Background: an optimization exercise with open tools, aiming at small area, a short achievable clock period and few clock cycles per item. Do not read the settings as production practice.
In this exercise RTL edits were held to simulation tests only and were not proved equivalent to the original.
No activity file was given, so power comes from the tool's default toggle rates.

### design/flow/standard.sh
#!/bin/bash
# synth_recipe.tcl (not shown) runs the flow's synth.tcl, then flattens the netlist and writes it again
# the make line also repeats each setting of config.mk as NAME=value (left out here)
make -C /OpenROAD-flow-scripts/flow DESIGN_CONFIG=/design/flow/config.mk WORK_HOME=/design/flow/orfs CLKGATE_MAP_FILE= SYNTH_SCRIPT=/design/flow/synth_recipe.tcl "${@:-finish}"
### design/flow/design.v
module xarm_codec_b (
    input  wire        clk,
    input  wire        rst,
    input  wire        req_valid,
    output wire        req_ready,
    input  wire [7:0]  req_op,
    input  wire [7:0]  req_cmd,
    input  wire [7:0]  req_id,
    input  wire [8:0]  req_len,
    input  wire [15:0] req_a,
    input  wire [15:0] req_b,
    input  wire        in_valid,
    output wire        in_ready,
    input  wire [7:0]  in_data,
    output wire        out_valid,
    input  wire        out_ready,
    output wire [7:0]  out_data,
    output wire        out_last,
    output wire        resp_valid,
    input  wire        resp_ready,
    output wire [7:0]  resp_status,
    output wire [7:0]  resp_arg,
    output wire [15:0] resp_lo,
    output wire [15:0] resp_hi,
    output wire [7:0]  resp_reason,
    output wire [7:0]  resp_byte,
    output wire [7:0]  resp_plen,
    output wire [8:0]  resp_len
);
    localparam [7:0] OP_ENC     = 8'h10;
    localparam [7:0] OP_TEMPLIM = 8'h15;
    localparam [7:0] OP_DEC     = 8'h18;
    localparam [7:0] OP_CHK     = 8'h19;
    localparam [7:0] CMD_MOVE    = 8'd1;
    localparam [7:0] CMD_MOVEW   = 8'd7;
    localparam [7:0] CMD_ID_READ = 8'd14;
    localparam [7:0] CMD_ANGLIM  = 8'd20;
    localparam [7:0] CMD_VINLIM  = 8'd22;
    localparam [7:0] CMD_TEMPLIM = 8'd24;
    localparam [7:0] SIG = 8'h55;
    localparam [1:0] C_ENC = 2'd0;    
    localparam [1:0] C_DEC = 2'd1;
    localparam [1:0] C_CHK = 2'd2;
    localparam [1:0] C_REF = 2'd3;
    localparam I_IDLE   = 0;
    localparam I_GATHER = 1;     
    localparam I_DRAIN  = 2;     
    localparam I_H0     = 3;     
    localparam I_H1     = 4;
    localparam I_H2     = 5;
    localparam I_H3     = 6;
    localparam I_H4     = 7;
    localparam I_PAY    = 8;     
    localparam I_CSUM   = 9;     
    localparam I_RX     = 10;    
    localparam I_FIN    = 11;    
    localparam NS       = 12;
    localparam [NS-1:0] S_IDLE   = 1 << I_IDLE;
    localparam [NS-1:0] S_GATHER = 1 << I_GATHER;
    localparam [NS-1:0] S_DRAIN  = 1 << I_DRAIN;
    localparam [NS-1:0] S_H0     = 1 << I_H0;
    localparam [NS-1:0] S_PAY    = 1 << I_PAY;
    localparam [NS-1:0] S_CSUM   = 1 << I_CSUM;
    localparam [NS-1:0] S_RX     = 1 << I_RX;
    localparam [NS-1:0] S_FIN    = 1 << I_FIN;
    function [4:0] validate(input [3:0] k, input [15:0] va, input [15:0] vb);
        begin
            validate = 5'd0;
            if (k[3]) begin
                if (va > 16'd1000)       validate = {1'b1, 3'd1, 1'b0};
                else if (vb > 16'd30000) validate = {1'b1, 3'd2, 1'b0};
            end
            if (k[2]) begin
                if (va > 16'd1000)      validate = {1'b1, 3'd3, 1'b0};
                else if (vb > 16'd1000) validate = {1'b1, 3'd4, 1'b0};
                else if (va[9:0] > vb[9:0]) validate = {1'b1, 3'd3, 1'b1};    
            end
            if (k[1]) begin
                if (va < 16'd4500 || va > 16'd12000)      validate = {1'b1, 3'd5, 1'b0};
                else if (vb < 16'd4500 || vb > 16'd12000) validate = {1'b1, 3'd6, 1'b0};
            end
            if (k[0]) begin
                if (va < 16'd50 || va > 16'd100) validate = {1'b1, 3'd7, 1'b0};
            end
        end
    endfunction
    function [3:0] cmd_kind(input [7:0] c);
        cmd_kind = {(c == CMD_MOVE) || (c == CMD_MOVEW), c == CMD_ANGLIM,
                    c == CMD_VINLIM, c == CMD_TEMPLIM};
    endfunction
    reg [NS-1:0] st;
    reg [1:0]  cls;
    reg [7:0]  cmd;
    reg [7:0]  id;
    reg [8:0]  len;
    reg [15:0] a;           
    reg [15:0] b;
    reg        pass;        
    reg        pay_ok;      
    reg        sig_ok;
    reg [8:0]  cnt;
    reg        lastq;       
    reg        dpay;        
    reg [7:0]  sum;         
    reg [7:0]  addq;        
    reg        len0;        
    reg        e_br, e_rs3;  
    reg [3:0]  kind;        
    reg [1:0]  fcnt;
    reg [7:0]  fd0, fd1;
    reg        fl0, fl1;
    reg        ov;
    reg        rv, rvo;
    reg [1:0]  owed;        
    reg [3:0]  r_st;
    reg        r_s4, r_ff;
    reg [2:0]  r_arg;
    reg        r_f56, r_f7, r_h1000, r_h30000, r_hib;
    reg        r_rb, r_rs3, r_rs11;
    reg [7:0]  r_byte;
    reg [8:0]  r_len;
    reg        req_ready_q, in_ready_q;
    reg        pc_valid;
    reg [NS-1:0] pq_st;
    reg [1:0]  pq_cls;
    reg        pq_typed, pq_pass, pq_payok, pq_ebr, pq_ers3, pq_len1;
    reg [3:0]  pq_kind;
    assign req_ready   = req_ready_q;
    assign in_ready    = in_ready_q;
    assign out_valid   = ov;
    assign out_data    = fd0;
    assign out_last    = fl0;
    assign resp_valid  = rvo;
    assign resp_status = {r_ff, r_ff, r_ff, r_s4, r_st};
    assign resp_arg    = {5'd0, r_arg};
    assign resp_reason = {4'd0, r_rs11, 1'b0, r_rs3, r_rb};
    assign resp_byte   = r_byte;
    assign resp_plen   = r_len[7:0];
    assign resp_len    = r_len;
    assign resp_lo     = ({16{r_f56}} & 16'd4500) | ({16{r_f7}} & 16'd50);
    assign resp_hi     = ({16{r_h1000}} & 16'd1000) | ({16{r_h30000}} & 16'd30000) |
                         ({16{r_f56}} & 16'd12000) | ({16{r_f7}} & 16'd100) |
                         ({16{r_hib}} & b);
    wire       typed  = (req_op >= 8'h11) && (req_op <= OP_TEMPLIM);
    wire [3:0] op_kind = !typed ? 4'd0 :
                         (req_op[2:0] == 3'd1 || req_op[2:0] == 3'd2) ? 4'b1000 :
                         (req_op[2:0] == 3'd3) ? 4'b0100 :
                         (req_op[2:0] == 3'd4) ? 4'b0010 : 4'b0001;
    wire [3:0] rc_kind = cmd_kind(req_cmd);
    wire       rc_bnd  = |rc_kind;
    wire [4:0] v_now   = validate(kind, a, b);    
    wire a_gt1000 = (a > 16'd1000);
    wire b_gt1000 = (b > 16'd1000);
    wire vfail = (kind[3] && (a_gt1000 || b > 16'd30000)) ||
                 (kind[2] && (a_gt1000 || b_gt1000 || a[9:0] > b[9:0])) ||
                 (kind[1] && (a < 16'd4500 || a > 16'd12000 || b < 16'd4500 || b > 16'd12000)) ||
                 (kind[0] && (a < 16'd50 || a > 16'd100));
    reg [NS-1:0] d_state;
    reg [1:0] d_cls;
    reg       d_pass, d_ebr, d_ers3;
    always @(*) begin
        d_state = S_FIN; d_cls = C_REF; d_pass = 1'b0; d_ebr = 1'b0; d_ers3 = 1'b0;
        if (req_op == OP_ENC) begin
            d_cls = C_ENC;
            if (req_len > 9'd252) begin
                d_state = S_DRAIN; d_ebr = 1'b1;
            end else if (rc_bnd) begin
                if (req_len != (rc_kind[0] ? 9'd1 : 9'd4)) begin
                    d_ebr = 1'b1; d_ers3 = 1'b1;
                    d_state = (req_len == 9'd0) ? S_FIN : S_DRAIN;
                end else
                    d_state = S_GATHER;
            end else begin
                d_state = S_H0; d_pass = 1'b1;
            end
        end else if (typed) begin
            d_cls = C_ENC;
            d_state = S_H0;
        end else if (req_op == OP_DEC || req_op == OP_CHK) begin
            d_cls = req_op[0] ? C_CHK : C_DEC;
            d_state = (req_len == 9'd0) ? S_FIN : S_RX;
        end
    end
    wire push_ok = !fcnt[1];
    wire pop     = ov && out_ready;
    wire acc     = req_valid && req_ready_q;
    wire in_fire = in_valid && in_ready_q;
    wire nlast   = (cnt + 9'd2 == len);    
    wire [8:0] cnt1 = cnt + 9'd1;
    wire [7:0] sum_t = sum + addq;         
    reg       push;
    reg [7:0] pdata;
    always @(*) begin
        push  = 1'b0;
        pdata = in_data;
        case (1'b1)
            st[I_H0]:   pdata = SIG;
            st[I_H1]:   begin push = push_ok; pdata = SIG; end
            st[I_H2]:   begin push = push_ok; pdata = id; end
            st[I_H3]:   begin push = push_ok; pdata = len[7:0] + 8'd3; end
            st[I_H4]:   begin push = push_ok; pdata = cmd; end
            st[I_PAY]: begin
                if (pass) begin
                    push = in_fire;
                end else begin
                    push = push_ok;
                    case (cnt[1:0])
                        2'd0:    pdata = a[7:0];
                        2'd1:    pdata = a[15:8];
                        2'd2:    pdata = b[7:0];
                        default: pdata = b[15:8];
                    endcase
                end
            end
            st[I_CSUM]: begin push = push_ok && !rv; pdata = ~sum_t; end
            st[I_RX]:   push = in_fire && dpay;
            default: ;
        endcase
    end
    wire push_h0 = st[I_H0] && push_ok && !vfail;
    wire push_a  = push || push_h0;
    wire plast = st[I_CSUM] || (st[I_RX] && nlast);
    wire sum_en = (push_a && (st[I_H2] || st[I_H3] || st[I_H4] || st[I_PAY])) ||
                  (st[I_RX] && in_fire && (cls == C_CHK || cnt >= 9'd2));
    wire done = !rv && (st[I_FIN] || (st[I_CSUM] && push_ok));
    reg [7:0] nst;
    reg [2:0] narg;
    reg       nhib, nrb, nrs3, nrs11;
    always @(*) begin
        nst = 8'h00; narg = 3'd0; nhib = 1'b0; nrb = 1'b0; nrs3 = 1'b0; nrs11 = 1'b0;
        if (st[I_FIN]) begin
            case (cls)
                C_ENC: begin
                    if (e_br) begin
                        nst = 8'h10; nrb = 1'b1; nrs3 = e_rs3;
                    end else if (v_now[4]) begin
                        nst = 8'h01; narg = v_now[3:1]; nhib = v_now[0];
                    end
                end
                C_DEC: begin
                    if (len > 9'd258) begin
                        nst = 8'h10; nrb = 1'b1; nrs3 = 1'b1; nrs11 = 1'b1;
                    end else if (len == 9'd0)
                        nst = 8'h03;
                    else if (len < 9'd2 || !sig_ok)
                        nst = 8'h05;
                    else if (len < 9'd6)
                        nst = 8'h07;
                    else if (sum_t != 8'hFF)
                        nst = 8'h09;
                    else if (cmd != CMD_ID_READ && a[7:0] != id)
                        nst = 8'h06;
                    else if ({1'b0, a[15:8]} + 9'd3 != len)
                        nst = 8'h07;
                    else if (b[7:0] != cmd)
                        nst = 8'h08;
                end
                C_CHK: ;
                default: nst = 8'hFF;
            endcase
        end
    end
    reg [NS-1:0] st_n;
    reg [8:0]    cnt_n;
    reg          lastq_n, dpay_n;
    always @(*) begin
        st_n    = st;
        cnt_n   = cnt;
        lastq_n = lastq;
        dpay_n  = dpay;
        if ((st[I_GATHER] || st[I_DRAIN] || st[I_RX]) && in_fire) begin
            cnt_n = cnt1; lastq_n = nlast;
        end
        if (st[I_RX] && in_fire)
            dpay_n = pay_ok && (cnt >= 9'd4) && !nlast;
        if (st[I_PAY] && push) begin
            cnt_n = cnt1; lastq_n = nlast;
        end
        if (st[I_GATHER] && in_fire && lastq) begin
            st_n[I_GATHER] = 1'b0; st_n[I_H0] = 1'b1;
            cnt_n = 9'd0; lastq_n = (len == 9'd1);
        end
        if (st[I_DRAIN] && in_fire && lastq)  begin st_n[I_DRAIN] = 1'b0; st_n[I_FIN] = 1'b1; end
        if (st[I_RX] && in_fire && lastq)     begin st_n[I_RX] = 1'b0; st_n[I_FIN] = 1'b1; end
        if (st[I_H0] && vfail) begin st_n[I_H0] = 1'b0; st_n[I_FIN] = 1'b1; end
        if (push_ok) begin
            if (st[I_H0] && !vfail) begin st_n[I_H0] = 1'b0; st_n[I_H1] = 1'b1; end
            if (st[I_H1]) begin st_n[I_H1] = 1'b0; st_n[I_H2] = 1'b1; end
            if (st[I_H2]) begin st_n[I_H2] = 1'b0; st_n[I_H3] = 1'b1; end
            if (st[I_H3]) begin st_n[I_H3] = 1'b0; st_n[I_H4] = 1'b1; end
            if (st[I_H4]) begin
                st_n[I_H4] = 1'b0;
                if (len0) st_n[I_CSUM] = 1'b1; else st_n[I_PAY] = 1'b1;
            end
        end
        if (st[I_PAY] && push && lastq) begin st_n[I_PAY] = 1'b0; st_n[I_CSUM] = 1'b1; end
        if (done) begin st_n[I_CSUM] = 1'b0; st_n[I_FIN] = 1'b0; st_n[I_IDLE] = 1'b1; end
        if (acc) begin
            st_n    = pq_st;
            cnt_n   = 9'd0;
            lastq_n = pq_len1;
            dpay_n  = 1'b0;
        end
    end
    wire [8:0] len_n  = !acc ? len : pq_typed ? ((req_op[2:0] == 3'd5) ? 9'd1 : 9'd4) : req_len;
    wire [1:0] cls_n  = acc ? pq_cls : cls;
    wire       pass_n = acc ? pq_pass : pass;
    wire [1:0] fcnt_n = {(fcnt[1] | (fcnt[0] & push_a)) & !out_ready,
                         (!fcnt[1] & !fcnt[0] & push_a) | (fcnt[0] & (push_a ~^ out_ready)) |
                         (fcnt[1] & out_ready)};
    wire [1:0] fcnt_x = {(fcnt[1] | (fcnt[0] & push)) & !out_ready,
                         (!fcnt[1] & !fcnt[0] & push) | (fcnt[0] & (push ~^ out_ready)) |
                         (fcnt[1] & out_ready)};
    wire       ov_n   = push_a | fcnt[1] | (fcnt[0] & !out_ready);
    wire       rv_n   = done ? 1'b1 : (rvo && resp_ready) ? 1'b0 : rv;
    wire [1:0] owed_n = done ? fcnt_x : (pop && owed != 2'd0) ? owed - 2'd1 : owed;
    wire pc_valid_n = req_valid && !acc;
    wire fin_take_n = acc ? (pq_st[I_FIN] && pq_cls != C_ENC) :
                      ((st[I_FIN] && !done) || (st[I_RX] && in_fire && lastq)) && cls != C_ENC;
    wire req_ready_n = pc_valid_n && !rv_n && (st_n[I_IDLE] || (st_n[I_CSUM] && !fcnt_x[1]) || fin_take_n);
    wire in_ready_n = st_n[I_GATHER] || st_n[I_DRAIN] ||
                      (st_n[I_PAY] && pass_n && !fcnt_x[1]) ||
                      (st_n[I_RX] && (!dpay_n || !fcnt_x[1]));
    always @(posedge clk) begin
        if (rst) begin
            st          <= S_IDLE;
            fcnt        <= 2'd0;
            ov          <= 1'b0;
            rv          <= 1'b0;
            rvo         <= 1'b0;
            owed        <= 2'd0;
            req_ready_q <= 1'b0;
            in_ready_q  <= 1'b0;
            pc_valid    <= 1'b0;
        end else begin
            st          <= st_n;
            fcnt        <= fcnt_n;
            ov          <= ov_n;
            rv          <= rv_n;
            rvo         <= rv_n && (owed_n == 2'd0);
            owed        <= owed_n;
            req_ready_q <= req_ready_n;
            in_ready_q  <= in_ready_n;
            pc_valid    <= pc_valid_n;
        end
        if (fcnt == 2'd0 || (fcnt[0] && out_ready)) begin
            fd0 <= pdata; fl0 <= plast;
        end else if (fcnt[1] && out_ready) begin
            fd0 <= fd1; fl0 <= fl1;
        end
        if (fcnt[0] && !out_ready) begin
            fd1 <= pdata; fl1 <= plast;
        end
        if (done) begin
            r_st     <= nst[3:0];
            r_s4     <= nst[4];
            r_ff     <= nst[7];
            r_arg    <= narg;
            r_f56    <= (narg == 3'd5) || (narg == 3'd6);
            r_f7     <= (narg == 3'd7);
            r_h1000  <= (narg == 3'd1 || narg == 3'd3 || narg == 3'd4) && !nhib;
            r_h30000 <= (narg == 3'd2);
            r_hib    <= nhib;
            r_rb     <= nrb;
            r_rs3    <= nrs3;
            r_rs11   <= nrs11;
            r_byte   <= (cls == C_DEC) ? a[7:0] : ~sum_t;
            r_len    <= (cls == C_DEC) ? (len - 9'd6) : (len + 9'd6);
        end
        pq_kind  <= typed ? op_kind : (req_op == OP_ENC) ? rc_kind : 4'd0;
        pq_st    <= d_state;
        pq_cls   <= d_cls;
        pq_typed <= typed;
        pq_pass  <= d_pass;
        pq_ebr   <= d_ebr;
        pq_ers3  <= d_ers3;
        pq_payok <= (req_op == OP_DEC) && (req_len >= 9'd6) && (req_len <= 9'd258);
        pq_len1  <= typed ? (req_op[2:0] == 3'd5) : (req_len == 9'd1);
        cnt   <= cnt_n;
        lastq <= lastq_n;
        dpay  <= dpay_n;
        addq <= sum_en ? pdata : 8'd0;
        sum  <= sum_t;
        len0 <= (len_n == 9'd0);
        if (in_fire) begin
            if (st[I_GATHER]) begin
                case (cnt[1:0])
                    2'd0:    a       <= {8'd0, in_data};
                    2'd1:    a[15:8] <= in_data;
                    2'd2:    b[7:0]  <= in_data;
                    default: b[15:8] <= in_data;
                endcase
            end
            if (st[I_RX]) begin
                if ((cnt == 9'd0 || cnt == 9'd1) && in_data != SIG)
                    sig_ok <= 1'b0;
                if (cnt == 9'd2) a[7:0]  <= in_data;
                if (cnt == 9'd3) a[15:8] <= in_data;
                if (cnt == 9'd4) b[7:0]  <= in_data;
            end
        end
        if (acc) begin
            id     <= req_id;
            sum    <= 8'd0;
            addq   <= 8'd0;
            sig_ok <= 1'b1;
            a      <= req_a;
            b      <= req_b;
            cls    <= pq_cls;
            pass   <= pq_pass;
            pay_ok <= pq_payok;
            e_br   <= pq_ebr;
            e_rs3  <= pq_ers3;
            kind   <= pq_kind;
            cmd    <= pq_typed ? ((req_op[2:0] == 3'd1) ? CMD_MOVE :
                                  (req_op[2:0] == 3'd2) ? CMD_MOVEW :
                                  (req_op[2:0] == 3'd3) ? CMD_ANGLIM :
                                  (req_op[2:0] == 3'd4) ? CMD_VINLIM : CMD_TEMPLIM) : req_cmd;
            len    <= len_n;
        end
    end
endmodule
### design/flow/flow/run.sh
#!/bin/bash
# The standard layout, with plain buf_1 cells as the port buffers (every input
# and output port still gets its own buffer; repair may resize them).
set -euo pipefail
bash standard.sh "BUFFER_PORTS_ARGS=-buffer_cell sky130_fd_sc_hd__buf_1" finish > standard_flow.log 2>&1
### design/flow/constraint.sdc
create_clock -name core_clock -period 5.0 [get_ports {clk}]
set_input_delay 1.0000 -clock core_clock [delete_from_list [all_inputs] [get_ports {clk}]]
set_output_delay 1.0000 -clock core_clock [all_outputs]
set_load 0.01 [all_outputs]
### design/flow/config.mk
export PLATFORM = sky130hd
export DESIGN_NAME = xarm_codec_b
export DESIGN_NICKNAME = xarm_codec_b
export VERILOG_FILES = /design/flow/design.v
export SDC_FILE = /design/flow/constraint.sdc
export NUM_CORES = 4
export LEC_CHECK = 0
export CAP_MARGIN = 20
export CORE_MARGIN = 2
export CORE_UTILIZATION = 40
export SETUP_SLACK_MARGIN = 2.9
export SLEW_MARGIN = 20
==> metrics.log, run 1 <==
[metrics] Final Core Density: 55.75%
[metrics] master cell of the clock root buffer: sky130_fd_sc_hd__clkbuf_16
[metrics] weighted congestion reported at the end of routability-driven placement: 0.9543
[metrics] final sum of negative setup slack: 0 ps
[metrics] RSZ-0062 raised after global routing: true
[metrics] synth warn: 1
[metrics] async set-reset flop share out of synthesis: 0%
[metrics] total track usage: 25.71%
[metrics] switch share: 29.60%
[metrics] launching element type of the critical path: register
[metrics] via count of the first global-routing pass: 10.11k
[metrics] dominant combinational cell family by area after synthesis: simple AND/OR/NAND/NOR gates
[metrics] static power due to leakage: 5.885 nW
[metrics] sequential cell area fraction in the yosys report: 43.07%
[metrics] count of unique library cells instantiated by Yosys: 86
[metrics] class of the tightest hold or removal check: reg -> reg
[metrics] Starting DRT DRC Count: 1211
[metrics] first-pass GRT wire length: 59560 um
[metrics] width of the die: 172.9 um
[metrics] per-cell routed wire length: 21.86 um
[metrics] biggest area consumer among synthesized cells: sky130_fd_sc_hd__edfxtp_1
[metrics] Highest Clock Rate: 0.3559 GHz
[metrics] fraction of the mapped netlist area in adder cells: 4.233%
[metrics] Site Rows: 61
[metrics] Worst Min Path Start: pq_kind[1]
[metrics] first drt pass iteration count: 6
[metrics] top post-synthesis cells by area: sky130_fd_sc_hd__edfxtp_1 (31%), sky130_fd_sc_hd__dfxtp_1 (12%), sky130_fd_sc_hd__nand2_1 (4.3%)
[metrics] Flop pwr share: 47.5%
[metrics] hold-fix buffer count after cts: 0
[metrics] CP required: 5200 ps
[metrics] hold violation count in the final report: 0
[metrics] area share of xor/xnor cells in the synthesized design: 5.066%
[metrics] combinational fraction of design power: 15.0%
[metrics] Port Buffers: 153
[metrics] P_sw: 1.087 mW
[metrics] Fin Clk Skew: 10.27 ps
[metrics] CTS Buffer Depth: 2
[metrics] post-route cell area: 15570 um^2
[metrics] number of antenna violations at the first check in global routing: 1
[metrics] normalized max-slew margin: 44.57%
[metrics] insertion delay of the later-clocked pin in the worst-skew pair: 450 ps
[metrics] overflow left after global routing: 0
[metrics] per-cell via count in the routed design: 5.743
[metrics] internal power consumption: 2.586 mW
[metrics] Synth Flop Type: sky130_fd_sc_hd__edfxtp_1
[metrics] synthesized-area fraction occupied by and/or/nand/nor cells: 19.54%
[metrics] clock sink count: 186
[metrics] die outline area: 29890 um^2
[metrics] height of the die: 172.9 um
[metrics] count of antenna-violating nets left after detailed routing: 0
[metrics] Initial Utilization: 40.84%
[metrics] power share of the clock group: 37.5%
[metrics] clock-pin slew of the registers on the worst-case setup and hold paths: 80 ps
[metrics] complex-gate fraction of the synthesized area: 18.42%
[metrics] total of max-cap violations: 0
[metrics] TritonCTS clock tree: built
[metrics] wirelength, routed: 41510 um
[metrics] result of the run: complete, no violations
[metrics] Worst Path Max Fanout: 3
[metrics] critical path type: reg -> reg
[metrics] Core Region: 27930 um^2
[metrics] number of top-level pins: 173
[metrics] power per unit of standard cell area: 235.8 nW/um^2
[metrics] Mapped Cells: 1247
[metrics] count leader, synth: sky130_fd_sc_hd__nand2_1
[metrics] arrival time reported for the critical path endpoint: 3010 ps
[metrics] Critical path origin: sum[0]
[metrics] layout cells sized above 1: 30.11%
[metrics] DRC violation count after routing: 0
[metrics] vias post-DR: 10.91k
[metrics] clock period minus final worst setup slack: 2810 ps
[metrics] Syn Area/Cell: 9.150 um^2
[metrics] peak supply drop: 0.2233 mV
[metrics] worst r2r src: sum[0]
[metrics] total placed instance area: 12200 um^2
[metrics] category of the worst setup path capture point: register
[metrics] cell area after synthesis: 11410 um^2
[metrics] number of nets in the layout: 1625
[metrics] Antenna Cells: 0
[metrics] most frequent cells after synthesis: sky130_fd_sc_hd__nand2_1 (131), sky130_fd_sc_hd__edfxtp_1 (119), sky130_fd_sc_hd__nor2_1 (109)
[metrics] number of setup violations in the final report: 0
[metrics] transition time at the pin with the least slew margin: 831.4 ps
[metrics] number of clock buffers inserted by TritonCTS: 17
[metrics] number of flops mapped to enable cells by yosys: 119
[metrics] mux contribution to synthesized area: 2.095%
[metrics] placed wire-length estimate after detailed placement: 25890 um
[metrics] H-tree Lvls: 4
[metrics] count of final max-slew check failures: 0
[metrics] top-area cell type share of the netlist area: 31.32%
[metrics] maximum number of pins on one net before global-route repair: 38
[metrics] area delta synth->final: 36.50%
[metrics] Synth Register Bits: 186
[metrics] ratio of final minimum period to clock period: 56.20%
[critical path: stages (launching register included)]
cell                       delay [ps]
sky130_fd_sc_hd__dfxtp_2          340
sky130_fd_sc_hd__ha_4             170
sky130_fd_sc_hd__fa_2             390
sky130_fd_sc_hd__a211oi_4         350
sky130_fd_sc_hd__nor2_2            90
sky130_fd_sc_hd__nor2_2           170
sky130_fd_sc_hd__nand3_2          120
sky130_fd_sc_hd__nor4_4           290
sky130_fd_sc_hd__buf_4            190
sky130_fd_sc_hd__buf_6            110
sky130_fd_sc_hd__o21ai_4           60
sky130_fd_sc_hd__a31o_4           280
[metrics by stage]
step / setup slack, ps / instances / hold WS [ps] / power, mW
finish: 2190 / 1899 / 404.1 / 3.673
global route: 2135 / 1899 / 414.7 / 3.782
CTS: 2288 / 1836 / 407.1 / 3.588
detailed placement: 1729 / 1687 / 389.5 / 2.171
global placement: 1798 / 1687 / 390.5 / 2.167
floorplan: 2381 / 1265 / 385.5 / 2.049
[metal layers]
| layer | up-vias | GRT usage, % | share of wire [%] |
|---|---|---|---|
| met2 | 601 | 41.40 | 46 |
| met1 | 5183 | 35.07 | 42 |
| met4 | 0 | 9.428 | 3.9 |
| met3 | 120 | 3.914 | 8.2 |
| met5 | - | 0 | 0 |
| li1 | 5002 | - | - |
[path summary, 6_finish.rpt]
check / end / slack (ps) / depth (start not counted)
worst min register to register: kind[1] / 400 / 0
worst min-delay path: kind[1] / 400 / 0
worst max-delay path: r_st[3] / 2190 / 11
worst max register to register: r_st[3] / 2190 / 11
[power by group through the flow]
| stage | Clock, mW | Combinational, mW | Sequential [mW] |
|---|---|---|---|
| 2_1_floorplan | 0 | 0.287 | 1.76 |
| 3_3_place_gp | 0 | 0.366 | 1.80 |
| 3_5_place_dp | 0 | 0.369 | 1.80 |
| 4_1_cts | 1.37 | 0.474 | 1.74 |
| 5_1_grt | 1.44 | 0.593 | 1.75 |
| 6_report | 1.38 | 0.552 | 1.74 |
[logic make-up after synthesis]
logic type / after synthesis
adders and majority gates: 38
buffers and inverters: 178
AOI/OAI and AO/OA: 310
DFF: 186
xor gates and xnor gates: 66
other: 1
and+or+nand+nor: 445
muxes: 23
[repair_timing]
action	CTS	global route
setup endpoints to repair	204	131
gates cloned	2	2
buffers inserted	115	61
resized for setup	158	173
pin swaps	74	95
[sequential cells by signal, indices dropped and copies added (netlist names), 9 cells and up]
register  count
cnt           9
b            16
len           9
a            16
st           12
r_len         9
[cell type report]
| cell class | instances | area (um^2) |
|---|---|---|
| Fill cell | 2432 | 12360 |
| Multi-Input combinational cell | 902 | 6972 |
| Sequential cell | 186 | 4972 |
| Timing Repair Buffer | 338 | 2288 |
| Tap cell | 378 | 473.0 |
| Clock buffer | 17 | 425.4 |
| Inverter | 62 | 271.5 |
| Clock inverter | 15 | 155.1 |
| Timing Repair inverter | 1 | 16.27 |
[cells in the final DEF, fill, tap and decap left out, types with 25 or more instances in the layout]
cell type,synthesis,layout
sky130_fd_sc_hd__nor2b_1,26,25
sky130_fd_sc_hd__nor2_1,109,98
sky130_fd_sc_hd__xnor2_1,38,37
sky130_fd_sc_hd__xor2_1,28,25
sky130_fd_sc_hd__buf_6,3,59
sky130_fd_sc_hd__buf_1,4,127
sky130_fd_sc_hd__inv_1,60,53
sky130_fd_sc_hd__dfxtp_1,67,45
sky130_fd_sc_hd__nand2_1,131,119
sky130_fd_sc_hd__nand3_1,33,28
sky130_fd_sc_hd__a21oi_1,73,53
sky130_fd_sc_hd__o21ai_0,68,57
sky130_fd_sc_hd__buf_4,41,134
sky130_fd_sc_hd__edfxtp_1,119,119
Testbench counts, summed over its fixed seeds: cycles 27,544, items 3,200.
==> run 2: changes to the inputs <==
--- a/design/flow/design.v
+++ b/design/flow/design.v
@@ -107,3 +107,4 @@
     reg        e_br, e_rs3;  
-    reg [3:0]  kind;        
+    reg [3:0]  kind;
+    reg [4:0]  v_reg;       
     reg [1:0]  fcnt;
@@ -235,4 +236,4 @@
                         nst = 8'h10; nrb = 1'b1; nrs3 = e_rs3;
-                    end else if (v_now[4]) begin
-                        nst = 8'h01; narg = v_now[3:1]; nhib = v_now[0];
+                    end else if (v_reg[4]) begin
+                        nst = 8'h01; narg = v_reg[3:1]; nhib = v_reg[0];
                     end
@@ -248,3 +249,3 @@
                         nst = 8'h07;
-                    else if (sum_t != 8'hFF)
+                    else if (addq != ~sum)         
                         nst = 8'h09;
@@ -384,2 +385,4 @@
         len0 <= (len_n == 9'd0);
+        if (st[I_H0])
+            v_reg <= v_now;
         if (in_fire) begin
--- a/design/flow/config.mk
+++ b/design/flow/config.mk
@@ -10,3 +10,3 @@
 export CORE_UTILIZATION = 40
-export SETUP_SLACK_MARGIN = 2.9
+export SETUP_SLACK_MARGIN = 2.6
 export SLEW_MARGIN = 20
==> run 2 against run 1 <==
Die area increased by 0.12%. Clock power about the same. Sequential cell count is 5 higher. Via count decreased by 5.1%. Global-route usage shrank 1.3 points. Non-clock buffer count is 54 lower. Clock skew is 18 ps higher. Largest power group unchanged.
==> metrics.log, run 2 <==
[metrics] result of the run: complete, no violations
[metrics] Initial Utilization: 40.89%
[metrics] per-cell routed wire length: 20.83 um
[metrics] Mapped Cells: 1224
[metrics] total placed instance area: 12090 um^2
[metrics] die outline area: 29930 um^2
[metrics] number of standard cells in the final layout excluding fillers: 1815
[metrics] final sum of negative setup slack: 0 ps
[metrics] worst-path cell chain: or4_4 -> or4_1 -> nand4_1 -> o211a_4 -> nand4_4 -> or3_1 -> a21boi_1
[metrics] transition time at the pin with the least slew margin: 910.9 ps
[metrics] clock sink count: 191
[metrics] number of nets in the layout: 1541
[metrics] Highest Clock Rate: 0.3697 GHz
[metrics] vias post-DR: 10.35k
[metrics] number of antenna violations at the first check in global routing: 0
[metrics] launching element type of the critical path: register
[metrics] master cell of the clock root buffer: sky130_fd_sc_hd__clkbuf_16
[metrics] number of flops mapped to enable cells by yosys: 124
[metrics] first-pass GRT wire length: 56660 um
[metrics] count of antenna-violating nets left after detailed routing: 0
[metrics] final hold slack: 406.3 ps
[metrics] placed cells: 1660
[metrics] total of max-cap violations: 0
[metrics] Total Power: 3.635 mW
[metrics] total track usage: 24.39%
[metrics] P_sw: 1.010 mW
[metrics] most frequent cells after synthesis: sky130_fd_sc_hd__nand2_1 (130), sky130_fd_sc_hd__edfxtp_1 (124), sky130_fd_sc_hd__nor2_1 (87)
[metrics] CTS Buffer Depth: 2
[metrics] Core Region: 27930 um^2
[metrics] category of the worst setup path capture point: register
[metrics] arrival time reported for the critical path endpoint: 3080 ps
[metrics] power per unit of standard cell area: 252.8 nW/um^2
[metrics] Port Buffers: 153
[metrics] Synth Register Bits: 191
[metrics] switch share: 27.79%
[metrics] biggest area consumer among synthesized cells: sky130_fd_sc_hd__edfxtp_1
[metrics] static power due to leakage: 5.473 nW
[metrics] setup slack of the critical path after layout: 2295 ps
[metrics] Routed met1 length: 16040 um
[metrics] clock period minus final worst setup slack: 2705 ps
[metrics] RSZ-0062 raised after global routing: true
[metrics] Flop pwr share: 49.1%
[metrics] number of clock buffers inserted by TritonCTS: 17
[metrics] count leader, synth: sky130_fd_sc_hd__nand2_1
[metrics] clock-pin slew of the registers on the worst-case setup and hold paths: 70 ps
[metrics] ratio of final minimum period to clock period: 54.09%
[metrics] number of setup violations in the final report: 0
[metrics] width of the die: 173.0 um
[metrics] Syn Area/Cell: 9.333 um^2
[metrics] power share of the clock group: 38.3%
[metrics] H-tree Lvls: 4
[metrics] largest registers: a x16, b x16, st x12
[metrics] CP required: 5380 ps
[metrics] overflow left after global routing: 0
[metrics] CP delay by family, top: simple AND/OR/NAND/NOR gates
[metrics] layout cells sized above 1: 21.29%
[metrics] sum of met2 wire segment lengths after detailed routing: 17480 um
[metrics] number of filler instances in the final layout: 2626
[metrics] Starting DRT DRC Count: 1032
[metrics] post-route cell area: 14380 um^2
[metrics] Final Core Density: 51.47%
[metrics] top post-synthesis cells by area: sky130_fd_sc_hd__edfxtp_1 (33%), sky130_fd_sc_hd__dfxtp_1 (12%), sky130_fd_sc_hd__nand2_1 (4.3%)
[metrics] DRC violation count after routing: 0
[metrics] maximum number of pins on one net before global-route repair: 60
[metrics] async set-reset flop share out of synthesis: 0%
[metrics] Worst Path Max Fanout: 9
[metrics] per-cell via count in the routed design: 5.700
[metrics] internal power consumption: 2.624 mW
[metrics] area delta synth->final: 25.87%
[metrics] via count of the first global-routing pass: 9771
[metrics] synth warn: 1
[metrics] commonest cells after routing, fill and taps aside: sky130_fd_sc_hd__buf_1 (139), sky130_fd_sc_hd__nand2_1 (125), sky130_fd_sc_hd__edfxtp_1 (124), sky130_fd_sc_hd__buf_4 (100), sky130_fd_sc_hd__nor2_1 (85)
[metrics] Site Rows: 61
[metrics] count of final max-slew check failures: 0
[metrics] number of top-level pins: 173
[metrics] commonest non-fill, non-tap cell in the layout: sky130_fd_sc_hd__buf_1
[metrics] worst setup slack after placement: 1767 ps
[metrics] highest cell delay on the worst timing path: 630 ps
[metrics] wirelength, routed: 37800 um
[metrics] normalized max-slew margin: 38.87%
[metrics] top-area cell type share of the netlist area: 32.60%
[metrics] height of the die: 173.0 um
[metrics] count of unique library cells instantiated by Yosys: 74
[metrics] placed wire-length estimate after detailed placement: 25590 um
[metrics] Synth Flop Type: sky130_fd_sc_hd__edfxtp_1
[metrics] TritonCTS clock tree: built
[metrics] critical path type: reg -> reg
[metrics] hold violation count in the final report: 0
[metrics] combinational fraction of design power: 12.6%
[metrics] insertion delay of the later-clocked pin in the worst-skew pair: 460 ps
[metrics] weighted congestion reported at the end of routability-driven placement: 0.9228
[metrics] uppermost routed layer: met4
[metrics] first drt pass iteration count: 6
[metrics] class of the tightest hold or removal check: reg -> reg
[metrics] sequential cell area fraction in the yosys report: 44.34%
[metrics] total length of routed met3 wires: 2948 um
[metrics] Antenna Cells: 0
[metrics] peak supply drop: 0.2234 mV
[metrics] Fin Clk Skew: 28.31 ps
[metrics] cell area after synthesis: 11420 um^2
[metrics] CP max stage cell: sky130_fd_sc_hd__edfxtp_1
[metrics] count of buffer and inverter cells on the critical path: 0
==> run 2: changes by cell type in the layout (fill, tap and decap cells not counted), moves of 7 or more <==
| cell | delta |
|---|---|
| sky130_fd_sc_hd__buf_4 | -34 |
| sky130_fd_sc_hd__and2_1 | +12 |
| sky130_fd_sc_hd__nor4_4 | -7 |
| sky130_fd_sc_hd__dfxtp_4 | -8 |
| sky130_fd_sc_hd__a21oi_1 | +7 |
| sky130_fd_sc_hd__buf_6 | -29 |
| sky130_fd_sc_hd__nor2_1 | -13 |
| sky130_fd_sc_hd__nor3_1 | +7 |
| sky130_fd_sc_hd__dfxtp_1 | +7 |
| sky130_fd_sc_hd__nor3b_1 | +7 |
| sky130_fd_sc_hd__buf_1 | +12 |
==> run 2: area by class of cell <==
cell class | instances | area, um^2 | share of cell area, %
clock inverter | 14 | 151.4 | 1.053
clock buffer | 18 | 429.2 | 2.985
sequential | 191 | 5094 | 35.42
tap | 378 | 473.0 | 3.289
inverter | 58 | 229.0 | 1.592
timing repair buffer | 284 | 1715 | 11.93
multi-input combinational | 872 | 6287 | 43.73
==> run 2: logic make-up (layout without fill, tap and decap cells) <==
group / count (synthesis) / after routing / share of synthesized area [%]
and+or+nand+nor: 430 / 430 / 19.04
AOI/OAI and AO/OA: 290 / 290 / 17.35
DFF: 191 / 191 / 44.34
buffers and inverters: 179 / 374 / 7.382
xor gates and xnor gates: 69 / 69 / 5.290
adders and majority gates: 38 / 38 / 4.228
muxes: 26 / 26 / 2.344
other: 1 / 19 / 0.03283
==> run 2: power by group through the flow <==
stage | combinational, mW | sequential, mW | clock, mW
CTS | 0.430 | 1.78 | 1.40
floorplan | 0.256 | 1.80 | 0
detailed placement | 0.343 | 1.84 | 0
global placement | 0.339 | 1.85 | 0
global route | 0.497 | 1.79 | 1.47
finish | 0.460 | 1.78 | 1.39
==> run 2: repair_timing <==
| item | in CTS | in global routing |
|---|---|---|
| gates cloned | 0 | 0 |
| pin swaps | 46 | 38 |
| endpoints found under the setup margin | 99 | 90 |
| gates resized for setup | 119 | 66 |
| setup buffers | 94 | 29 |
| hold buffers | 0 | 0 |
==> run 2: worst reg2reg max path, cell delays in order (launching register included) <==
cell,delay (ps)
sky130_fd_sc_hd__edfxtp_1,630
sky130_fd_sc_hd__or4_4,500
sky130_fd_sc_hd__or4_1,500
sky130_fd_sc_hd__nand4_1,140
sky130_fd_sc_hd__o211a_4,220
sky130_fd_sc_hd__nand4_4,150
sky130_fd_sc_hd__or3_1,370
sky130_fd_sc_hd__a21boi_1,130
==> run 2: layer usage <==
layer / vias to the layer above / GRT usage (%)
li1: 4803 / -
met1: 4931 / 32.66
met2: 513 / 39.38
met3: 98 / 4.266
met4: 0 / 9.357
met5: - / 0
==> run 2: path summary, 6_finish.rpt <==
path,from,endpoint,slack (ps),cells past startpoint
worst max-delay path,a[1],st[4],2300,7
worst min-delay path,pq_ers3,e_rs3,410,0
worst max register to register,a[1],st[4],2300,7
worst min register to register,pq_ers3,e_rs3,410,0
Testbench counts of run 2, summed over its fixed seeds: cycles 27,544, items 3,200.
==> run 3: changes to the inputs <==
--- a/design/flow/design.v
+++ b/design/flow/design.v
@@ -118,3 +118,7 @@
     reg [2:0]  r_arg;
-    reg        r_f56, r_f7, r_h1000, r_h30000, r_hib;
+    reg        r_hib;
+    wire r_f56 = (r_arg == 3'd5) || (r_arg == 3'd6);
+    wire r_f7 = (r_arg == 3'd7);
+    wire r_h1000 = (r_arg == 3'd1 || r_arg == 3'd3 || r_arg == 3'd4) && !r_hib;
+    wire r_h30000 = (r_arg == 3'd2);
     reg        r_rb, r_rs3, r_rs11;
@@ -123,7 +127,6 @@
     reg        req_ready_q, in_ready_q;
-    reg        pc_valid;
-    reg [NS-1:0] pq_st;
-    reg [1:0]  pq_cls;
-    reg        pq_typed, pq_pass, pq_payok, pq_ebr, pq_ers3, pq_len1;
-    reg [3:0]  pq_kind;
+    wire [NS-1:0] pq_st;
+    wire [1:0]    pq_cls;
+    wire          pq_typed, pq_pass, pq_payok, pq_ebr, pq_ers3, pq_len1;
+    wire [3:0]    pq_kind;
     assign req_ready   = req_ready_q;
@@ -317,6 +320,14 @@
     wire [1:0] owed_n = done ? fcnt_x : (pop && owed != 2'd0) ? owed - 2'd1 : owed;
-    wire pc_valid_n = req_valid && !acc;
+    assign pq_kind  = typed ? op_kind : (req_op == OP_ENC) ? rc_kind : 4'd0;
+    assign pq_st    = d_state;
+    assign pq_cls   = d_cls;
+    assign pq_typed = typed;
+    assign pq_pass  = d_pass;
+    assign pq_ebr   = d_ebr;
+    assign pq_ers3  = d_ers3;
+    assign pq_payok = (req_op == OP_DEC) && (req_len >= 9'd6) && (req_len <= 9'd258);
+    assign pq_len1  = typed ? (req_op[2:0] == 3'd5) : (req_len == 9'd1);
     wire fin_take_n = acc ? (pq_st[I_FIN] && pq_cls != C_ENC) :
                       ((st[I_FIN] && !done) || (st[I_RX] && in_fire && lastq)) && cls != C_ENC;
-    wire req_ready_n = pc_valid_n && !rv_n && (st_n[I_IDLE] || (st_n[I_CSUM] && !fcnt_x[1]) || fin_take_n);
+    wire req_ready_n = !rv_n && (st_n[I_IDLE] || (st_n[I_CSUM] && !fcnt_x[1]) || fin_take_n);
     wire in_ready_n = st_n[I_GATHER] || st_n[I_DRAIN] ||
@@ -334,3 +345,2 @@
             in_ready_q  <= 1'b0;
-            pc_valid    <= 1'b0;
         end else begin
@@ -344,3 +354,2 @@
             in_ready_q  <= in_ready_n;
-            pc_valid    <= pc_valid_n;
         end
@@ -359,6 +368,2 @@
             r_arg    <= narg;
-            r_f56    <= (narg == 3'd5) || (narg == 3'd6);
-            r_f7     <= (narg == 3'd7);
-            r_h1000  <= (narg == 3'd1 || narg == 3'd3 || narg == 3'd4) && !nhib;
-            r_h30000 <= (narg == 3'd2);
             r_hib    <= nhib;
@@ -370,11 +375,2 @@
         end
-        pq_kind  <= typed ? op_kind : (req_op == OP_ENC) ? rc_kind : 4'd0;
-        pq_st    <= d_state;
-        pq_cls   <= d_cls;
-        pq_typed <= typed;
-        pq_pass  <= d_pass;
-        pq_ebr   <= d_ebr;
-        pq_ers3  <= d_ers3;
-        pq_payok <= (req_op == OP_DEC) && (req_len >= 9'd6) && (req_len <= 9'd258);
-        pq_len1  <= typed ? (req_op[2:0] == 3'd5) : (req_len == 9'd1);
         cnt   <= cnt_n;
==> run 3 against run 2 <==
Still clean. Sequential share of layout area is 2.6 points lower. Global-route usage is 0.64 points higher. Sequential power hardly changed. Final cell count is 1.4% lower. Critical endpoint is now r_st[1]. Largest cell class unchanged.
==> metrics.log, run 3 <==
[metrics] insertion delay of the later-clocked pin in the worst-skew pair: 450 ps
[metrics] CTS Buffer Depth: 2
[metrics] wirelength, routed: 37510 um
[metrics] Port Buffers: 153
[metrics] Site Rows: 60
[metrics] normalized max-slew margin: 39.63%
[metrics] clock-pin slew of the registers on the worst-case setup and hold paths: 70 ps
[metrics] weighted congestion reported at the end of routability-driven placement: 0.9461
[metrics] CP max stage cell: sky130_fd_sc_hd__edfxtp_1
[metrics] cell area after synthesis: 10950 um^2
[metrics] Synth Register Bits: 170
[metrics] number of top-level pins: 173
[metrics] worst-path cell chain: buf_6 -> inv_4 -> ha_4 -> nand2b_4 -> or4_4 -> a211oi_4 -> o2111ai_2 -> o21ai_2 -> a21oi_2 -> o22a_1
[metrics] number of flops mapped to enable cells by yosys: 120
[metrics] combined flip-flop and latch cell area: 4639 um^2
[metrics] height of the die: 169.5 um
[metrics] Core Region: 26950 um^2
[metrics] transition time at the pin with the least slew margin: 903.6 ps
[metrics] combinational fraction of design power: 24.4%
[metrics] clock period minus final worst setup slack: 2714 ps
[metrics] final hold slack: 487.7 ps
[metrics] commonest cells after routing, fill and taps aside: sky130_fd_sc_hd__nand2_1 (140), sky130_fd_sc_hd__buf_1 (127), sky130_fd_sc_hd__buf_4 (121), sky130_fd_sc_hd__edfxtp_1 (120), sky130_fd_sc_hd__nor2_1 (79)
[metrics] Mapped Cells: 1212
[metrics] biggest area consumer among synthesized cells: sky130_fd_sc_hd__edfxtp_1
[metrics] number of standard cells in the final layout excluding fillers: 1790
[metrics] H-tree Lvls: 4
[metrics] Initial Utilization: 40.63%
[metrics] per-cell routed wire length: 20.96 um
[metrics] category of the worst setup path capture point: register
[metrics] number of filler instances in the final layout: 2420
[metrics] clock sink count: 170
[metrics] Synth Flop Type: sky130_fd_sc_hd__edfxtp_1
[metrics] result of the run: complete, no violations
[metrics] ratio of final minimum period to clock period: 54.27%
[metrics] CP required: 5180 ps
[metrics] highest cell delay on the worst timing path: 510 ps
[metrics] Levels on crit path: 10
[metrics] Antenna Cells: 0
[metrics] arrival time reported for the critical path endpoint: 2890 ps
[metrics] top-area cell type share of the netlist area: 32.91%
[metrics] first drt pass iteration count: 9
[metrics] maximum number of pins on one net before global-route repair: 50
[metrics] Starting DRT DRC Count: 1241
[metrics] number of clock buffers inserted by TritonCTS: 17
[metrics] Worst Path Max Fanout: 5
[metrics] P_sw: 1.335 mW
[metrics] placed cells: 1621
[metrics] count of antenna-violating nets left after detailed routing: 0
[metrics] crit path to: r_st[1]
[metrics] internal power consumption: 2.718 mW
[metrics] hold-fix buffer count after cts: 0
[metrics] peak supply drop: 0.2044 mV
[metrics] power share of the clock group: 31.9%
[metrics] commonest non-fill, non-tap cell in the layout: sky130_fd_sc_hd__nand2_1
[metrics] number of setup violations in the final report: 0
[metrics] logic depth of the worst register-to-register path: 10
[metrics] Highest Clock Rate: 0.3685 GHz
[metrics] total placed instance area: 11610 um^2
[metrics] most frequent cells after synthesis: sky130_fd_sc_hd__nand2_1 (147), sky130_fd_sc_hd__edfxtp_1 (120), sky130_fd_sc_hd__nor2_1 (83)
[metrics] count of final max-slew check failures: 0
[metrics] synth warn: 1
[metrics] switch share: 32.93%
[metrics] R2R setup slack: 2290 ps
[metrics] worst r2r src: a[9]
[metrics] layout cells sized above 1: 25.81%
[metrics] count of unique library cells instantiated by Yosys: 80
[metrics] Syn Area/Cell: 9.034 um^2
[metrics] per-cell via count in the routed design: 5.851
[metrics] area delta synth->final: 29.20%
[metrics] class of the tightest hold or removal check: reg -> reg
[metrics] number of antenna violations at the first check in global routing: 1
[metrics] largest registers: a x16, b x16, st x12
[metrics] via count of the first global-routing pass: 9478
[metrics] Fin Clk Skew: 12.13 ps
[metrics] static power due to leakage: 5.451 nW
[metrics] master cell of the clock root buffer: sky130_fd_sc_hd__clkbuf_16
[metrics] placed wire-length estimate after detailed placement: 25150 um
[metrics] hold violation count in the final report: 0
[metrics] total track usage: 25.02%
[metrics] Reg2Reg Capture Point: r_st[1]
[metrics] first-pass GRT wire length: 54610 um
[metrics] DRC violation count after routing: 0
[metrics] width of the die: 169.5 um
[metrics] TritonCTS clock tree: built
[metrics] count leader, synth: sky130_fd_sc_hd__nand2_1
[metrics] top post-synthesis cells by area: sky130_fd_sc_hd__edfxtp_1 (33%), sky130_fd_sc_hd__dfxtp_1 (9.1%), sky130_fd_sc_hd__nand2_1 (5.0%)
[metrics] Critical path origin: a[9]
[metrics] Flop pwr share: 43.7%
[metrics] vias post-DR: 10.47k
[metrics] area taken by multi-input logic gates: 6414 um^2
[metrics] final sum of negative setup slack: 0 ps
[metrics] sequential cell area fraction in the yosys report: 42.05%
[metrics] number of nets in the layout: 1552
[metrics] die outline area: 28710 um^2
[metrics] overflow left after global routing: 0
[metrics] power per unit of standard cell area: 286.5 nW/um^2
[metrics] critical path type: reg -> reg
[metrics] post-route cell area: 14150 um^2
[metrics] total of max-cap violations: 0
[metrics] RSZ-0062 raised after global routing: true
[metrics] launching element type of the critical path: register
[metrics] async set-reset flop share out of synthesis: 0%
[metrics] count of buffer and inverter cells on the critical path: 2
[metrics] CP delay by family, top: compound AO/OA/AOI/OAI gates
## run 3: worst min path at each step
stage	slack [ps]	from	endpoint	cells past startpoint
global route	510	dpay	dpay	2
floorplan	450	st[0]	st[0]	2
finish	490	dpay	dpay	2
detailed placement	480	dpay	dpay	2
CTS	490	dpay	dpay	2
global placement	470	st[0]	st[0]	2
## run 3: area by class of cell
type / count / area share (%)
Tap cell: 341 / 3.016
Multi-Input combinational cell: 891 / 45.34
Timing Repair Buffer: 298 / 13.28
Clock buffer: 17 / 3.007
Sequential cell: 170 / 32.80
Inverter: 58 / 1.619
Clock inverter: 15 / 0.9376
## run 3: per-stage QoR
stage / setup slack (ps) / utilization (%) / total power [mW]
after floorplan: 2216 / - / 2.287
after global placement: 1844 / 43.06 / 2.528
after detailed placement: 1786 / 43.06 / 2.537
after CTS: 2300 / 49.31 / 3.941
after global routing: 2229 / 52.49 / 4.206
final: 2286 / 52.49 / 4.053
## run 3: routing by layer
layer	GRT usage [%]	share of wire [%]	up-vias
met5	0	0	-
met4	11.11	4.0	0
met3	3.312	7.7	102
met2	40.53	47	561
met1	33.54	42	4996
li1	-	-	4815
## run 3: power by group through the flow
stage               logic, mW  clock network (mW)  registers [mW]
finish                  0.988                1.29            1.77
global route             1.07                1.36            1.78
CTS                     0.863                1.30            1.77
detailed placement      0.685                   0            1.85
global placement        0.677                   0            1.85
floorplan               0.530                   0            1.76
## run 3: tightest hold or removal path, cell delays in order, from the launching register on
cell                      delay (ps)
sky130_fd_sc_hd__dfxtp_1         330
sky130_fd_sc_hd__nand2_1          60
sky130_fd_sc_hd__a21oi_1          50
## run 3: cells by family after synthesis
group | Yosys count | synth area share (%)
simple gates | 447 | 20.41
flops | 170 | 42.05
mux | 28 | 2.674
fa+ha+maj | 37 | 4.297
buf+inv | 169 | 7.176
xor+xnor | 65 | 5.199
other cells | 1 | 0.03425
compound gates | 295 | 18.16
## run 3: repair_timing
item | CTS | global route
endpoints found under the setup margin | 91 | 90
buffers inserted | 86 | 50
pin swaps | 51 | 56
gates resized for setup | 125 | 133
hold endpoints to repair | 0 | 0
cloned | 0 | 1
Testbench counts of run 3, summed over its fixed seeds: cycles 27,536, items 3,200.
==> run 4: changes to the inputs <==
--- a/design/flow/design.v
+++ b/design/flow/design.v
@@ -56,3 +56,4 @@
     localparam I_FIN    = 11;    
-    localparam NS       = 12;
+    localparam I_CHECK  = 12;    
+    localparam NS       = 13;
     localparam [NS-1:0] S_IDLE   = 1 << I_IDLE;
@@ -109,2 +110,4 @@
     reg [4:0]  v_reg;       
+    reg        vfail_q;     
+    reg        idok, lenok, cmdok;    
     reg [1:0]  fcnt;
@@ -155,8 +158,9 @@
     wire [4:0] v_now   = validate(kind, a, b);    
-    wire a_gt1000 = (a > 16'd1000);
-    wire b_gt1000 = (b > 16'd1000);
-    wire vfail = (kind[3] && (a_gt1000 || b > 16'd30000)) ||
-                 (kind[2] && (a_gt1000 || b_gt1000 || a[9:0] > b[9:0])) ||
-                 (kind[1] && (a < 16'd4500 || a > 16'd12000 || b < 16'd4500 || b > 16'd12000)) ||
-                 (kind[0] && (a < 16'd50 || a > 16'd100));
+    wire vfail = vfail_q;
+    wire qa_gt1000 = (req_a > 16'd1000);
+    wire vfail_in = (op_kind[3] && (qa_gt1000 || req_b > 16'd30000)) ||
+                    (op_kind[2] && (qa_gt1000 || req_b > 16'd1000 || req_a[9:0] > req_b[9:0])) ||
+                    (op_kind[1] && (req_a < 16'd4500 || req_a > 16'd12000 ||
+                                    req_b < 16'd4500 || req_b > 16'd12000)) ||
+                    (op_kind[0] && (req_a < 16'd50 || req_a > 16'd100));
     reg [NS-1:0] d_state;
@@ -226,3 +230,3 @@
     wire plast = st[I_CSUM] || (st[I_RX] && nlast);
-    wire sum_en = (push_a && (st[I_H2] || st[I_H3] || st[I_H4] || st[I_PAY])) ||
+    wire sum_en = (push && (st[I_H2] || st[I_H3] || st[I_H4] || st[I_PAY])) ||
                   (st[I_RX] && in_fire && (cls == C_CHK || cnt >= 9'd2));
@@ -254,7 +258,7 @@
                         nst = 8'h09;
-                    else if (cmd != CMD_ID_READ && a[7:0] != id)
+                    else if (cmd != CMD_ID_READ && !idok)
                         nst = 8'h06;
-                    else if ({1'b0, a[15:8]} + 9'd3 != len)
+                    else if (!lenok)
                         nst = 8'h07;
-                    else if (b[7:0] != cmd)
+                    else if (!cmdok)
                         nst = 8'h08;
@@ -283,3 +287,3 @@
         if (st[I_GATHER] && in_fire && lastq) begin
-            st_n[I_GATHER] = 1'b0; st_n[I_H0] = 1'b1;
+            st_n[I_GATHER] = 1'b0; st_n[I_CHECK] = 1'b1;
             cnt_n = 9'd0; lastq_n = (len == 9'd1);
@@ -288,2 +292,3 @@
         if (st[I_RX] && in_fire && lastq)     begin st_n[I_RX] = 1'b0; st_n[I_FIN] = 1'b1; end
+        if (st[I_CHECK]) begin st_n[I_CHECK] = 1'b0; st_n[I_H0] = 1'b1; end
         if (st[I_H0] && vfail) begin st_n[I_H0] = 1'b0; st_n[I_FIN] = 1'b1; end
@@ -383,2 +388,4 @@
             v_reg <= v_now;
+        if (st[I_CHECK])
+            vfail_q <= v_now[4];
         if (in_fire) begin
@@ -395,5 +402,8 @@
                     sig_ok <= 1'b0;
-                if (cnt == 9'd2) a[7:0]  <= in_data;
-                if (cnt == 9'd3) a[15:8] <= in_data;
-                if (cnt == 9'd4) b[7:0]  <= in_data;
+                if (cnt == 9'd2) begin
+                    a[7:0] <= in_data;
+                    idok   <= (in_data == id);
+                end
+                if (cnt == 9'd3) lenok <= ({1'b0, in_data} + 9'd3 == len);
+                if (cnt == 9'd4) cmdok <= (in_data == cmd);
             end
@@ -413,2 +423,3 @@
             kind   <= pq_kind;
+            vfail_q <= vfail_in;
             cmd    <= pq_typed ? ((req_op[2:0] == 3'd1) ? CMD_MOVE :
==> run 4 against run 3 <==
Still clean on timing, DRC and antenna. Via count grew 2.6%. Global-route usage fell by 0.63 points. Final cell count is 4.8% higher. Highest routed layer unchanged.
==> metrics.log, run 4 <==
[metrics] hold violation count in the final report: 0
[metrics] Site Rows: 61
[metrics] count leader, synth: sky130_fd_sc_hd__nand2_1
[metrics] first-pass GRT wire length: 56350 um
[metrics] arrival time reported for the critical path endpoint: 1740 ps
[metrics] Synth Flop Type: sky130_fd_sc_hd__edfxtp_1
[metrics] normalized max-slew margin: 33.34%
[metrics] total track usage: 24.39%
[metrics] wirelength, routed: 38200 um
[metrics] Antenna Cells: 0
[metrics] grt peak-use layer: met2
[metrics] clock sink count: 175
[metrics] async set-reset flop share out of synthesis: 0%
[metrics] overflow left after global routing: 0
[metrics] highest cell delay on the worst timing path: 510 ps
[metrics] RSZ-0062 raised after global routing: true
[metrics] weighted congestion reported at the end of routability-driven placement: 0.9428
[metrics] largest registers: a x16, b x16, st x13
[metrics] commonest non-fill, non-tap cell in the layout: sky130_fd_sc_hd__nand2_1
[metrics] synth warn: 1
[metrics] layout cells sized above 1: 22.96%
[metrics] H-tree Lvls: 4
[metrics] biggest area consumer among synthesized cells: sky130_fd_sc_hd__edfxtp_1
[metrics] number of flops mapped to enable cells by yosys: 124
[metrics] critical path type: reg -> out
[metrics] result of the run: complete, no violations
[metrics] top post-synthesis cells by area: sky130_fd_sc_hd__edfxtp_1 (33%), sky130_fd_sc_hd__dfxtp_1 (9.0%), sky130_fd_sc_hd__nand2_1 (4.9%)
[metrics] GR Util met1: 35.48%
[metrics] Worst Path Max Fanout: 5
[metrics] Mapped Cells: 1274
[metrics] most frequent cells after synthesis: sky130_fd_sc_hd__nand2_1 (150), sky130_fd_sc_hd__edfxtp_1 (124), sky130_fd_sc_hd__nor2_1 (118)
[metrics] CP max stage cell: sky130_fd_sc_hd__edfxtp_1
[metrics] count of antenna-violating nets left after detailed routing: 0
[metrics] post-route cell area: 14600 um^2
[metrics] Starting DRT DRC Count: 1194
[metrics] first drt pass iteration count: 6
[metrics] CTS Buffer Depth: 2
[metrics] worst-path cell chain: nand2b_1 -> o21ai_1 -> nor2_1 -> a21oi_1 -> or2_4 -> buf_6
[metrics] per-cell via count in the routed design: 5.730
[metrics] placed wire-length estimate after detailed placement: 26860 um
[metrics] vias post-DR: 10.75k
[metrics] Port Buffers: 153
[metrics] CP required: 4000 ps
[metrics] top-area cell type share of the netlist area: 32.64%
[metrics] height of the die: 172.9 um
[metrics] maximum number of pins on one net before global-route repair: 58
[metrics] TritonCTS clock tree: built
[metrics] Core Region: 27930 um^2
[metrics] Initial Utilization: 40.84%
[metrics] count of final max-slew check failures: 0
[metrics] Highest Clock Rate: 0.3653 GHz
[metrics] per-cell routed wire length: 20.36 um
[metrics] global-route met3 utilization: 3.694%
[metrics] static power due to leakage: 5.491 nW
[metrics] clock period minus final worst setup slack: 2738 ps
[metrics] launching element type of the critical path: register
[metrics] cell area after synthesis: 11410 um^2
[metrics] commonest cells after routing, fill and taps aside: sky130_fd_sc_hd__nand2_1 (147), sky130_fd_sc_hd__edfxtp_1 (124), sky130_fd_sc_hd__buf_1 (115), sky130_fd_sc_hd__nor2_1 (107), sky130_fd_sc_hd__buf_4 (94)
[metrics] ratio of final minimum period to clock period: 54.75%
[metrics] number of antenna violations at the first check in global routing: 0
[metrics] number of top-level pins: 173
[metrics] Synth Register Bits: 175
[metrics] class of the tightest hold or removal check: reg -> reg
[metrics] number of nets in the layout: 1609
[metrics] DRC violation count after routing: 0
[metrics] met2 track demand over resource: 37.45%
[metrics] number of clock buffers inserted by TritonCTS: 17
[metrics] sequential cell area fraction in the yosys report: 41.59%
[metrics] category of the worst setup path capture point: output pin
[metrics] master cell of the clock root buffer: sky130_fd_sc_hd__clkbuf_16
[metrics] Fin Clk Skew: 12.78 ps
[metrics] insertion delay of the later-clocked pin in the worst-skew pair: 450 ps
[metrics] width of the die: 172.9 um
[metrics] count of unique library cells instantiated by Yosys: 81
[metrics] area delta synth->final: 27.98%
[metrics] power per unit of standard cell area: 266.1 nW/um^2
[metrics] die outline area: 29880 um^2
[metrics] transition time at the pin with the least slew margin: 998.8 ps
[metrics] total of max-cap violations: 0
[metrics] via count of the first global-routing pass: 9673
[metrics] clock-pin slew of the registers on the worst-case setup and hold paths: 70 ps
[metrics] peak supply drop: 0.2307 mV
[metrics] total placed instance area: 12230 um^2
[metrics] number of setup violations in the final report: 0
[metrics] Syn Area/Cell: 8.954 um^2
[metrics] final sum of negative setup slack: 0 ps
run 4: layout make-up:
cell class,count,area [um^2]
well taps,378,473.0
repair buffers,275,1737
clock inverters,13,160.2
inverters,65,254.0
fillers,2650,13340
clock buffers,19,442.9
multi-input cells,951,6761
flip-flops and latches,175,4771
run 4: repair_timing:
action	in CTS	in global routing
resized for setup	152	106
pin swaps	32	43
hold buffers	0	0
setup endpoints to repair	94	77
buffers inserted	68	47
gates cloned	1	0
run 4: stage by stage:
step           hold WS (ps)  util [%]  setup WS (ps)  instances  power (mW)
4_1_cts               433.1     49.67           2287       1829       3.820
3_3_place_gp          418.5     43.77           1454       1728       2.364
3_5_place_dp          423.5     43.77           1352       1728       2.372
6_report              434.6     52.26           2262       1876       3.885
2_1_floorplan         400.0         -           2080       1292       2.167
5_1_grt               458.9     52.26           2214       1876       4.027
run 4: kinds of logic after synthesis:
kind of cell / count (synthesis) / share of synthesized area [%]
flops: 175 / 41.59
other cells: 1 / 0.03287
fa+ha+maj: 45 / 5.002
buf+inv: 167 / 6.899
simple gates: 486 / 20.72
compound gates: 318 / 19.18
mux: 18 / 1.656
xor+xnor: 64 / 4.914
run 4: final timing paths:
| check | startpoint | to | slack [ps] | depth (start not counted) |
|---|---|---|---|---|
| worst max-delay path | r_arg[0] | resp_hi[8] | 2260 | 6 |
| worst min-delay path | st[12] | st[12] | 430 | 1 |
| worst max register to register | sum[0] | fd0[6] | 2490 | 11 |
| worst min register to register | st[12] | st[12] | 430 | 1 |
run 4: where the power goes:
| group | leakage (nW) | switching [mW] | internal (mW) |
|---|---|---|---|
| registers | 1.57 | 0.0897 | 1.66 |
| logic | 3.64 | 0.455 | 0.301 |
| clock network | 0.284 | 0.582 | 0.800 |
| total | 5.49 | 1.13 | 2.76 |
run 4: critical path, delay by kind of cell, from the launching register on:
kind / cells / cell delay [ps]
simple gates: 3 / 520
compound gates: 2 / 150
flops: 1 / 510
buf+inv: 1 / 120
run 4: routing by layer:
| layer | vias to the layer above | routed length [um] |
|---|---|---|
| met5 | - | 0 |
| met4 | 0 | 728 |
| met3 | 45 | 3260 |
| met2 | 516 | 17440 |
| met1 | 5147 | 16770 |
| li1 | 5042 | - |
Testbench counts of run 4, summed over its fixed seeds: cycles 27,536, items 3,200.
==> run 5: changes to the inputs <==
--- a/design/flow/config.mk
+++ b/design/flow/config.mk
@@ -10,3 +10,3 @@
 export CORE_UTILIZATION = 40
-export SETUP_SLACK_MARGIN = 2.6
+export SETUP_SLACK_MARGIN = 3.0
 export SLEW_MARGIN = 20
==> run 5 against run 4 <==
Fmax up 2.0%. Critical path depth up 3. Non-clock buffer count up 77. First-iteration DRC count up 0.42%. Final area up 12%. Sequential share of layout area down 3.3 points. Clock power up 6%.
==> metrics.log, run 5 <==
[metrics] per-cell via count in the routed design: 5.798
[metrics] largest registers: a x16, b x16, st x13
[metrics] Synth Register Bits: 175
[metrics] Antenna Cells: 0
[metrics] Initial Utilization: 40.84%
[metrics] CP max stage cell: sky130_fd_sc_hd__or4b_4
[metrics] Syn Area/Cell: 8.954 um^2
[metrics] CTS Buffer Depth: 2
[metrics] Core Region: 27930 um^2
[metrics] overflow left after global routing: 0
[metrics] sequential cell area fraction in the yosys report: 41.59%
[metrics] per-cell routed wire length: 21.97 um
[metrics] critical path type: in -> reg
[metrics] Fin Clk Skew: 16.15 ps
[metrics] count of final max-slew check failures: 0
[metrics] most frequent cells after synthesis: sky130_fd_sc_hd__nand2_1 (150), sky130_fd_sc_hd__edfxtp_1 (124), sky130_fd_sc_hd__nor2_1 (118)
[metrics] TritonCTS clock tree: built
[metrics] cell area after synthesis: 11410 um^2
[metrics] H-tree Lvls: 4
[metrics] height of the die: 172.9 um
[metrics] Starting DRT DRC Count: 1199
[metrics] master cell of the clock root buffer: sky130_fd_sc_hd__clkbuf_16
[metrics] layout cells sized above 1: 35.51%
[metrics] via count of the first global-routing pass: 10.63k
[metrics] peak supply drop: 0.2844 mV
[metrics] normalized max-slew margin: 26.56%
[metrics] commonest cells after routing, fill and taps aside: sky130_fd_sc_hd__buf_4 (133), sky130_fd_sc_hd__nand2_1 (127), sky130_fd_sc_hd__edfxtp_1 (124), sky130_fd_sc_hd__nor2_1 (97), sky130_fd_sc_hd__buf_1 (96)
[metrics] Port Buffers: 153
[metrics] power per unit of standard cell area: 251.9 nW/um^2
[metrics] count leader, synth: sky130_fd_sc_hd__nand2_1
[metrics] Mapped Cells: 1274
[metrics] area delta synth->final: 42.76%
[metrics] static power due to leakage: 6.199 nW
[metrics] CP required: 5340 ps
[metrics] Site Rows: 61
[metrics] most common cell type on the critical path: sky130_fd_sc_hd__buf_6
[metrics] highest cell delay on the worst timing path: 570 ps
[metrics] width of the die: 172.9 um
[metrics] CP delay by family, top: simple AND/OR/NAND/NOR gates
[metrics] first drt pass iteration count: 7
[metrics] count of antenna-violating nets left after detailed routing: 0
[metrics] top post-synthesis cells by area: sky130_fd_sc_hd__edfxtp_1 (33%), sky130_fd_sc_hd__dfxtp_1 (9.0%), sky130_fd_sc_hd__nand2_1 (4.9%)
[metrics] final sum of negative setup slack: 0 ps
[metrics] class of the tightest hold or removal check: reg -> reg
[metrics] die outline area: 29880 um^2
[metrics] result of the run: complete, no violations
[metrics] number of flops mapped to enable cells by yosys: 124
[metrics] commonest non-fill, non-tap cell in the layout: sky130_fd_sc_hd__buf_4
[metrics] DRC violation count after routing: 0
[metrics] number of clock buffers inserted by TritonCTS: 17
[metrics] maximum number of pins on one net before global-route repair: 51
[metrics] final hold slack: 438.6 ps
[metrics] number of antenna violations at the first check in global routing: 0
[metrics] Worst Path Max Fanout: 6
[metrics] clock sink count: 175
[metrics] synth warn: 1
[metrics] number of nets in the layout: 1688
[metrics] ratio of final minimum period to clock period: 53.69%
[metrics] Highest Clock Rate: 0.3725 GHz
[metrics] placed wire-length estimate after detailed placement: 27500 um
[metrics] RSZ-0062 raised after global routing: true
[metrics] count of unique library cells instantiated by Yosys: 81
[metrics] async set-reset flop share out of synthesis: 0%
[metrics] total of max-cap violations: 0
[metrics] Synth Flop Type: sky130_fd_sc_hd__edfxtp_1
[metrics] top-area cell type share of the netlist area: 32.64%
[metrics] total track usage: 27.29%
[metrics] worst-path cell chain: buf_8 -> or4b_4 -> a2111oi_4 -> buf_6 -> buf_6 -> buf_6 -> o21ai_2 -> or3_4 -> nor4_4
[metrics] vias post-DR: 11.34k
[metrics] first-pass GRT wire length: 63120 um
[metrics] weighted congestion reported at the end of routability-driven placement: 0.9344
[run 5: cell families after synthesis]
group	count (synthesis)	synth area share (%)
muxes	18	1.656
xor gates and xnor gates	64	4.914
DFF	175	41.59
buffers and inverters	167	6.899
other	1	0.03287
and+or+nand+nor	486	20.72
adders and majority gates	45	5.002
AOI/OAI and AO/OA	318	19.18
[run 5: power breakdown]
part	internal [mW]	switching, mW
Clock	0.848	0.609
Combinational	0.372	0.525
Sequential	1.66	0.0919
Total	2.88	1.23
[run 5: final cells by class]
type | count | area (um^2)
repair buffers | 352 | 2567
multi-input cells | 952 | 7545
fillers | 2422 | 11650
well taps | 378 | 473.0
flip-flops and latches | 175 | 4782
clock inverters | 14 | 203.9
inverters | 65 | 276.5
clock buffers | 18 | 429.2
repair inverters | 1 | 7.507
[run 5: per-layer routing]
| layer | share of wire [%] | GRT usage [%] |
|---|---|---|
| met3 | 8.1 | 5.123 |
| met2 | 45 | 41.52 |
| met4 | 4.2 | 12.75 |
| met1 | 43 | 37.59 |
| met5 | 0 | 0 |
[run 5: final timing paths]
check | start | cells past startpoint | slack, ps | to
hold reg to reg | st[12] | 1 | 440 | st[12]
setup / recovery | req_op[6] | 9 | 2320 | len0
setup reg to reg | sum[0] | 10 | 2520 | fd0[6]
hold / removal | st[12] | 1 | 440 | st[12]
[run 5: timing repair]
| action | CTS | global route |
|---|---|---|
| setup buffers | 137 | 54 |
| setup endpoints to repair | 230 | 153 |
| gates resized for setup | 273 | 148 |
| pin swaps | 87 | 77 |
| cloned | 5 | 0 |
[run 5: metrics by stage]
step / cell area (um^2) / util [%] / instances / setup WS (ps)
6_report: 16280 / 58.30 / 1955 / 2316
5_1_grt: 16280 / 58.30 / 1955 / 2273
4_1_cts: 15260 / 54.64 / 1901 / 2329
3_5_place_dp: 12520 / 44.84 / 1727 / 1264
3_3_place_gp: 12520 / 44.81 / 1727 / 1355
2_1_floorplan: 12180 / - / 1292 / 2080

Check on run 5: ideal ports give 2.316 ns setup slack; a clkbuf_16 on the clock port and buf_2 on the inputs give 2.296 ns; moving port delays by the midpoint clock arrival (0.483 ns) as well gives 1.844 ns.
